What follows belongs to an exercise in optimizing a design on an open flow for small area, a short achievable clock period and few clock cycles per item; a production flow would make more cautious choices. Only simulation tests tie the RTL to the original design; equivalence was not proved.

## flow/design.v (module list and top-level ports; edited modules follow where they fit)
// module adsb_nl: 46 lines
// module adsb_cpr_lat: 478 lines
// module adsb_cpr_lon: 825 lines
// module adsb_crc_hi: 158 lines
// module adsb_crc_mid: 58 lines
// module adsb_crc_lo: 52 lines
// module adsb_encoder: 110 lines
// module adsb_alt_a: 211 lines
// module adsb_alt_b: 186 lines
module adsb_encoder (
    input  wire         clk,
    input  wire         rst,
    input  wire         in_valid,
    output wire         in_ready,
    input  wire [1:0]   op,
    input  wire [23:0]  icao,
    input  wire [2:0]   ca,
    input  wire [4:0]   tc,
    input  wire [1:0]   ss,
    input  wire         nicsb,
    input  wire         tbit,
    input  wire         surface,
    input  wire [31:0]  alt,       
    input  wire [31:0]  lat,       
    input  wire [31:0]  lon,       
    input  wire [63:0]  name,      
    input  wire [87:0]  msg,       
    output wire         out_valid,
    input  wire         out_ready,
    output wire [111:0] frame_e,   
    output wire [111:0] frame_o,
    output wire [7:0]   diag,
    output wire [23:0]  crc,
    output wire         err
);
  // ...
==> flow/flow/run.sh <==
#!/bin/bash
# The standard layout (standard.sh: ORFS synthesis to final layout, unchanged),
# with the port buffers that global placement inserts on every input and output
# made from sky130_fd_sc_hd__buf_1 instead of the cell buffer_ports picks by
# default (clkdlybuf4s50_1, a delay cell of 2.7 times the area and about 0.4 ns more
# delay). Every port still gets its own buffer.
set -euo pipefail
export BUFFER_PORTS_ARGS="-buffer_cell sky130_fd_sc_hd__buf_1"
bash standard.sh finish > standard_flow.log 2>&1
==> flow/standard.sh <==
#!/bin/bash
# synth_recipe.tcl (not shown) runs the flow's synth.tcl, then flattens the netlist and writes it again
# the make line also repeats each setting of config.mk as NAME=value (left out here)
make -C /OpenROAD-flow-scripts/flow DESIGN_CONFIG=/design/flow/config.mk WORK_HOME=/design/flow/orfs CLKGATE_MAP_FILE= SYNTH_SCRIPT=/design/flow/synth_recipe.tcl "${@:-finish}"
==> flow/config.mk <==
export PLATFORM = sky130hd
export DESIGN_NAME = adsb_encoder
export DESIGN_NICKNAME = adsb_encoder
export VERILOG_FILES = /design/flow/design.v
export SDC_FILE = /design/flow/constraint.sdc
export NUM_CORES = 4
export LEC_CHECK = 0
export CAP_MARGIN = 20
export CORE_MARGIN = 2
export CORE_UTILIZATION = 40
export PLACE_DENSITY = 0.6
export SLEW_MARGIN = 50
==> flow/constraint.sdc <==
create_clock -name core_clock -period 34.0 [get_ports {clk}]
set_input_delay 6.8000 -clock core_clock [delete_from_list [all_inputs] [get_ports {clk}]]
set_output_delay 6.8000 -clock core_clock [all_outputs]
set_load 0.01 [all_outputs]
==> results by group, run 1 <==
Outcome
  – Status: no timing/DRC/antenna violations

Timing
  – Slew Limit Fails: 0
  – Hold WS: 547.3 ps
  – Max-slew headroom: 44.11%
  – Tcrit/Tclk final: 43.66%
  – RSZ-0062 raised after global routing: false
  – Final setup TNS: 0 ps

Global route
  – Gr usage total: 29.71%
  – Grt met2 use: 45.18%
  – First-pass GRT wire length: 186300 µm

Finish
  – Clock buf count: 17
  – Number of diodes: 3
  – Cell Count, Final, Fillers Out: 5116
  – Layout area overhead: 8.186%

Clock network
  – Deepest clock path buffer count: 2
  – Clock Sinks: 137

Detailed routing
  – Vias per cell: 5.570
  – Drc violations: 0
  – DR WL met2: 55280 µm
  – Met3 wire length: 11900 µm
  – Drt initial violations: 2834

Floorplan
  – Die width: 290.0 µm
  – Starting Density: 40.48%

Critical path
  – Crit Path Max Fanout: 74
  – Slowest CP cell: o21ai_2
  – Worst path depth: 32

Worst hold path
  – Hold worst-path end: full

Synthesis
  – Top post-synthesis cells by area: xnor2_1 16%, fa_1 14%, edfxtp_1 12%

Placement
  – Post-Place Setup Slack: 18850 ps
  – PortBufs: 548
Testbench counts, summed over its fixed seeds: cycles 1,928, items 1,920.
==> run 2, diff against run 1 <==
--- a/flow/config.mk
+++ b/flow/config.mk
@@ -9,4 +9,4 @@
 export CORE_MARGIN = 2
 export CORE_UTILIZATION = 40
 export PLACE_DENSITY = 0.6
-export SLEW_MARGIN = 50
+export SLEW_MARGIN = 60
==> run 2 against run 1 <==
- die area unchanged
- clock skew up 5.8 ps
- register-to-register slack better by 80 ps
- sequential share of layout area down 0.15 points
- via count up 0.47%
- core utilization up 0.59 points
- maximum frequency up 3.3%
- non-clock buffer count up 10
- critical endpoint is now ol_r[11]
- area after synthesis unchanged
- setup slack better by 470 ps
- critical path depth up 4
==> results by group, run 2 <==
Synthesis
  – Synthesized instance count: 3767
  – Seq/Total Area, Yosys: 12.55%
  – Post-synth top cells: 605 x xnor2_1, 356 x inv_1, 263 x ha_1, 262 x nand2_1, 232 x fa_1
  – Yosys reg bits: 137
  – Post-synth ARST share: 0%
  – Syn Nets: 4553
  – Cell with the most instances after synthesis: xnor2_1
  – Cell Area, Synth: 0.03271 mm²
  – Ys flop type: edfxtp_1
  – Yosys Warn Count: 1
  – Yosys top cell area share: 16.20%
  – Synth unique cells: 101
  – EDFF count, synth: 136
  – Area leader, netlist: xnor2_1
  – Top post-synthesis cells by area: xnor2_1 16%, fa_1 14%, edfxtp_1 12%
  – Syn_area_per_cell: 8.683 µm²

Critical path
  – Slowest stage delay, CP: 410 ps
  – CP Data Required Time: 34240 ps
  – Setup CP Type: in -> reg
  – Crit. End Element: flop
  – Worst Path Arrival: 14610 ps
  – Crit Path Max Fanout: 50 (-32%)
  – Slowest CP cell: ha_1
  – Startpoint Class: input pin

Timing
  – Worst Max-Slew Pin Slew: 655.4 ps
  – Tcrit/Tclk final: 42.27% (-1.4 points)
  – Count of final setup violators: 0
  – Final setup margin: 19630 ps
  – Slew Limit Fails: 0 (unchanged)
  – Final hold violations: 0
  – FMAX: 0.06958 GHz
  – Max-slew headroom: 56.31% (+12 points)
  – Crit path time final: 14370 ps
  – Final setup TNS: 0 ps (unchanged)
  – RSZ-0062 raised after global routing: false
  – Clock skew: 24.33 ps

Clock network
  – Deepest clock path buffer count: 2 (unchanged)
  – Post-CTS resize count: 0
  – Root Driver: clkbuf_16
  – Cts bufs inserted: 17
  – Hold buffer count at cts: 0
  – Clk pin slew, worst setup/hold paths: 90 ps
  – Setup repair bufs after CTS: 0
  – CTS tree: done
  – Clock Sinks: 137 (unchanged)
  – Skew-Pair Late Insertion Delay: 510 ps
  – H-Tree Level Count: 4

Detailed routing
  – Drc violations: 0 (unchanged)
  – Routed WL: 127800 µm
  – Routed wire per std cell: 24.94 µm
  – Vias per cell: 5.587 (+0.31%)
  – Drt initial violations: 3236 (+14%)
  – Antenna Nets Post-Route: 0
  – 1st-pass router iterations: 8
  – Via Count: 28630

Job
  – Max-cap violation count: 0

Placement
  – Post-Place Setup Slack: 18920 ps (+64.40 ps)
  – PortBufs: 548 (unchanged)
  – GPL Wtd Cong: 1.015
  – HPWL Detailed: 105500 µm

Floorplan
  – Die width: 290.0 µm (unchanged)
  – Die H: 290.0 µm
  – Placeable Area: 0.08081 mm²
  – Std-Cell Rows: 104
  – Starting Density: 40.48% (unchanged)
  – Die area: 0.08408 mm²
  – I/O Pins: 550

Finish
  – Most common cell after layout, fill and taps aside: xnor2_1
  – Largest reg by FF count: m_r
  – Largest regs: m_r x88, ol_r x34, z_r x9
  – Nets: 4836
  – Commonest cells after routing, fill and taps aside: 569 x xnor2_1, 534 x buf_1, 355 x inv_1
  – Register area: 0.004104 mm²
  – Multi-input gate area: 0.02583 mm²
  – Layout area overhead: 9.632%
  – Share of cells above drive strength 1: 7.531%
  – Largest register FFs: 88
  – Fill count: 8126

Outcome
  – Status: no timing/DRC/antenna violations

Worst hold path
  – Worst min-delay path class: reg -> reg

Global route
  – Vias in the first global route: 27890
  – Gr usage total: 29.80% (+0.093 points)
  – GR Overflow Total: 0
  – Initial antenna violation count: 6
  – Largest net degree at the start of global routing: 75
  – First-pass GRT wire length: 187100 µm (+0.39%)
## run 2: cell counts after synthesis
No cell type changed its count.
## run 2: cells by family after synthesis
group	synth area share, %
and+or+nand+nor	12.50
xor gates and xnor gates	22.73
buffers and inverters	10.22
AOI/OAI and AO/OA	13.74
adders and majority gates	24.26
DFF	12.55
muxes	3.990
other	0.01146
## run 2: per-stage QoR
stage	cells	hold slack [ps]	utilization [%]	area, µm²
floorplan	3767	593.0	-	32710
global placement	5079	523.6	42.73	34530
detailed placement	5087	557.7	43.42	35090
CTS	5119	567.4	44.18	35700
global route	5123	639.8	44.37	35860
finish	5124	560.4	44.38	35860
## run 2: final timing paths
kind,from,endpoint,slack [ps],cells after the start
setup reg to reg,full,m_r[38],32280,3
hold / removal,full,full,560,2
setup / recovery,lat[31],ol_r[11],19630,36
hold reg to reg,full,full,560,2
## run 2: final cells by class
| type | instances | share of cell area, % |
|---|---|---|
| Clock inverter | 15 | 0.5199 |
| Multi-Input combinational cell | 2925 | 72.02 |
| Inverter | 361 | 3.779 |
| Clock buffer | 17 | 1.186 |
| Sequential cell | 137 | 11.44 |
| Timing Repair Buffer | 608 | 7.348 |
| Tap cell | 1060 | 3.698 |
| Antenna cell | 1 | 0.006978 |
## run 2: critical path, delay by kind of cell
kind	cells	cell delay (ps)
AO/OA/AOI/OAI	17	3670
buffers and inverters	7	1370
AND/OR/NAND/NOR	6	1120
adder cells (fa/ha/maj)	3	900
XOR/XNOR	2	510
multiplexers	1	180
## run 2: routing by layer
| metal | GRT usage, % | wire [µm] | up-vias |
|---|---|---|---|
| li1 | - | - | 13060 |
| met3 | 5.277 | 10870 | 149 |
| met4 | 8.308 | 3389 | 6 |
| met2 | 45.88 | 56050 | 1313 |
| met5 | 0 | 35 | - |
| met1 | 42.69 | 57420 | 14100 |

-- afterwards: timing with drivers on the ports --
How much do the figures lean on ideal ports? The routed layouts below were timed once more, with nothing changed but the port constraints.
Step 1 sets driving cells, clkbuf_16 on the clock port and buf_2 on the other inputs (assumed; they add their load-dependent delay and slew).
Step 2 also shifts input and output timing later by t, the mid clock arrival at the registers, as if the neighbouring blocks saw the same clock.
Three values: ideal, step 1, step 2; two values: the first two.
run | shift t [ns] | slack for setup (ns) | hold WS [ns] | latest minus earliest clock arrival (ns)
run 1 | 0.554 | 19.155 / 19.189 / 18.635 | 0.547 / 0.547 / 0.547 | 0.030 / 0.030
run 2 | 0.554 | 19.628 / 19.657 / 19.103 | 0.560 / 0.560 / 0.560 | 0.030 / 0.030
After both steps setup and hold are still met in every run listed. The setup slack of run 2, which loses most, moves by +0.029 ns with the drivers and by -0.525 ns with both steps.
